Source: an optimization exercise on an open RTL-to-GDS flow (aim: small area, a short achievable clock period and few clock cycles). Production flows keep margins and buffers that such runs may drop.
The RTL was checked by simulation tests, not by an equivalence proof against the original design.
Power is estimated from default activity; no workload was simulated.

## mlc_core
module mlc_core (
    input             clk,
    input             rst,
    input             req,
    input             we,
    input      [1:0]  space,
    input      [7:0]  addr,
    input      [31:0] wdata,
    output reg [31:0] rdata,
    output            busy
);
Size in the first run: ~910 flip-flops, roughly 0.049 mm² of cells after synthesis.
export LEC_CHECK = 0
export CAP_MARGIN = 20
export CORE_MARGIN = 2
export CORE_UTILIZATION = 40
export PLACE_DENSITY = 0.6
export SETUP_SLACK_MARGIN = 4.5
export SLEW_MARGIN = 20
export SYNTH_HIERARCHICAL = 1
export SYNTH_MINIMUM_KEEP_SIZE = 0
export TNS_END_PERCENT = 5
create_clock -name core_clock -period 8.0 [get_ports {clk}]
run.sh (not shown) runs the stock make flow with config.mk's settings and CLKGATE_MAP_FILE= SYNTH_SCRIPT=/design/flow/synth_recipe.tcl, a recipe that flattens the netlist after the stock synthesis.
The first run produced a clean layout.
Testbench counts at the start, summed over its fixed seeds: cycles 11,433.
Edit:
- SETUP_SLACK_MARGIN: 4.5 -> 4.2
- TNS_END_PERCENT: 5 -> 100
=>
- The changed run completed without violations
- worst setup slack gets better by 0.065 ns
- area after synthesis does not change
- total power climbs by 1.5%
- global-route usage grows by 1.2 points
- critical path depth does not change
- final cell count rose by 0.89%
- die area does not change

Setup of run 1:
Another version of the RTL of mlc_core (not shown whole).
Size in the first run: about 79 I/O pins, roughly 48000 um2 of cells after synthesis.
==> flow/design.v (excerpt) <==
module mlc_core (
    input             clk,
    input             rst,
    input             req,
    input             we,
    input      [1:0]  space,
    input      [7:0]  addr,
    input      [31:0] wdata,
    output     [31:0] rdata,
    output            busy
);
clock: 8.0 ns
lec_check: 0
cap_margin: 20
core_margin: 2
core_utilization: 40
place_density: 0.6
setup_slack_margin: 4.6
slew_margin: 20
synth_hierarchical: 1
synth_minimum_keep_size: 0
tns_end_percent: 100
standard.sh (not shown) runs the stock make flow with config.mk's settings and CLKGATE_MAP_FILE= SYNTH_SCRIPT=/design/flow/synth_recipe.tcl, a recipe that flattens the netlist after the stock synthesis.
==> flow/flow/run.sh <==
#!/bin/bash
# Standard layout, with the port buffers made of buf_4 cells instead of the
# delay-cell buffer that buffer_ports picks by default (a delay cell cannot
# be resized to a plain buffer later by footprint-matched timing repair).
set -euo pipefail
export BUFFER_PORTS_ARGS="-buffer_cell sky130_fd_sc_hd__buf_4"
bash standard.sh > standard.log 2>&1
Testbench counts of run 1, summed over its fixed seeds: cycles 11,721.
diff inputs: run 1 => run 2
Settings: SETUP_SLACK_MARGIN: 4.6 -> 4.45.
Notes after the runs:
Run 2 finished every stage and its layout cleared the timing, DRC and antenna checks. The run showing the greater core utilization of the finished layout is run 1. Relative to run 1, power decreased by about 0.44% in run 2. Maximum resistive drop on vdd: run 2 higher than run 1. Run 1 has lower detailed-route vias per instance than run 2.

garnet:
Another version of the RTL of mlc_core (not shown whole).
Size in the first run: roughly 5400 cells after synthesis, roughly 79 I/O pins, roughly 47000 um2 of cells after synthesis.
==> flow/config.mk <==
export PLATFORM = sky130hd
export DESIGN_NAME = mlc_core
export DESIGN_NICKNAME = mlc_core
export VERILOG_FILES = /design/flow/design.v
export SDC_FILE = /design/flow/constraint.sdc
export NUM_CORES = 4
export LEC_CHECK = 0
export CAP_MARGIN = 20
export CORE_MARGIN = 2
export CORE_UTILIZATION = 40
export PLACE_DENSITY = 0.6
export SETUP_SLACK_MARGIN = 4.3
export SLEW_MARGIN = 20
export SYNTH_HIERARCHICAL = 1
export SYNTH_MINIMUM_KEEP_SIZE = 0
export TNS_END_PERCENT = 100
==> flow/constraint.sdc <==
create_clock -name core_clock -period 8.0 [get_ports {clk}]
set_input_delay 1.6000 -clock core_clock [delete_from_list [all_inputs] [get_ports {clk}]]
set_output_delay 1.6000 -clock core_clock [all_outputs]
set_load 0.01 [all_outputs]
Scripts as last shown in full above: flow/flow/run.sh
Testbench counts of garnet, summed over its fixed seeds: cycles 11,721.
#### Input delta (violet over garnet)
==> flow/run.sh (new file) <==
#!/bin/bash
# synth_recipe.tcl (not shown) runs the flow's synth.tcl, then flattens the netlist and writes it again
# the make line also repeats each setting of config.mk as NAME=value (left out here)
make -C /OpenROAD-flow-scripts/flow DESIGN_CONFIG=/design/flow/config.mk WORK_HOME=/design/flow/orfs CLKGATE_MAP_FILE= SYNTH_SCRIPT=/design/flow/synth_recipe.tcl finish
removed: flow/flow/run.sh
removed: flow/standard.sh
Capture point of the worst path: rdata_lo[3]$_DFF_P_ -> violet, rdata_lo[0]$_DFF_P_ -> garnet
Between garnet and violet, the cell count went up.
violet vs. garnet: count of clock-buffer cells in the layout went up; global-route wire length before repair did not really move; routed wire length went up; detail-routed via count per cell went up.

Another version of the RTL of mlc_core (not shown whole).
Size in the first run: about 940 flip-flops, about 79 I/O pins, ~48000 um2 of cells after synthesis.
==> flow/config.mk <==
export PLATFORM = sky130hd
export DESIGN_NAME = mlc_core
export DESIGN_NICKNAME = mlc_core
export VERILOG_FILES = /design/flow/design.v
export SDC_FILE = /design/flow/constraint.sdc
export NUM_CORES = 4
export LEC_CHECK = 0
export CAP_MARGIN = 20
export CORE_MARGIN = 2
export CORE_UTILIZATION = 40
export PLACE_DENSITY = 0.6
export SETUP_SLACK_MARGIN = 4.58
export SLEW_MARGIN = 20
export SYNTH_HIERARCHICAL = 1
export SYNTH_MINIMUM_KEEP_SIZE = 0
export TNS_END_PERCENT = 100
==> flow/constraint.sdc <==
create_clock -name core_clock -period 8.0 [get_ports {clk}]
set_input_delay 1.6000 -clock core_clock [delete_from_list [all_inputs] [get_ports {clk}]]
set_output_delay 1.6000 -clock core_clock [all_outputs]
set_load 0.01 [all_outputs]
==> flow/flow/run.sh <==
#!/bin/bash
# Standard layout, with the port buffers made of buf_4 cells instead of the
# delay-cell buffer that buffer_ports picks by default (a delay cell cannot
# be resized to a plain buffer later by footprint-matched timing repair).
set -euo pipefail
export BUFFER_PORTS_ARGS="-buffer_cell sky130_fd_sc_hd__buf_4"
bash standard.sh > standard.log 2>&1
Testbench counts at the start, summed over its fixed seeds: cycles 11,721.
==> next run, changes <==
- SETUP_SLACK_MARGIN: 4.58 -> 4.7
What happened: Synthesized cell count stays the same. Area after synthesis does not change. Cell area hardly moves. Critical path depth increases by 1. Worst setup slack gains 0.29 ns. Non-clock buffer count decreases by 17.
==> next run, changes <==
- SETUP_SLACK_MARGIN: 4.7 -> 4.45
=> Register-to-register slack got worse by 0.34 ns; sequential power stays flat; cell area shrinks by 1.3%; power grows by 1.3%.

==> afterwards: timing with drivers on the ports <==
How much do the figures lean on ideal ports? The routed layouts below were timed once more, with nothing changed but the port constraints.
Step 1: set_driving_cell puts a clkbuf_16 on clk and a buf_2 on each other input, an assumption about the parent block.
Step 2 moves the port delays by t, midway between the first and last clock arrival at a register: inputs arrive t later, outputs are due t later. That takes back most of the time a late clock gives input paths.
a / b / c = ideal / step 1 / step 2; a / b = the first two.
| run | shift t [ns] | setup slack, ns | hold slack, ns |
|---|---|---|---|
| the first run of note 1 | 0.837 | 3.826 / 3.793 / 2.956 | 0.455 / 0.455 / 0.455 |
| the second run of note 1 | 0.836 | 3.891 / 3.832 / 2.996 | 0.453 / 0.453 / 0.453 |
| run 1 | 0.848 | 4.352 / 4.291 / 3.443 | 0.455 / 0.455 / 0.455 |
| run 2 | 0.853 | 4.283 / 4.240 / 3.388 | 0.458 / 0.458 / 0.458 |
| garnet | 0.851 | 4.104 / 4.126 / 3.275 | 0.456 / 0.456 / 0.456 |
| violet | 0.850 | 3.998 / 4.028 / 3.178 | 0.459 / 0.459 / 0.459 |
| the first run of note 4 | 0.835 | 4.176 / 4.176 / 3.532 | 0.479 / 0.479 / 0.479 |
| the second run of note 4 | 0.832 | 4.464 / 4.380 / 3.718 | 0.466 / 0.466 / 0.466 |
| the third run of note 4 | 0.847 | 4.211 / 4.211 / 3.528 | 0.479 / 0.479 / 0.479 |
After both steps setup and hold are still met in every run listed. For run 1, which loses most, drivers alone change the setup slack by -0.061 ns; drivers and shift together by -0.909 ns.
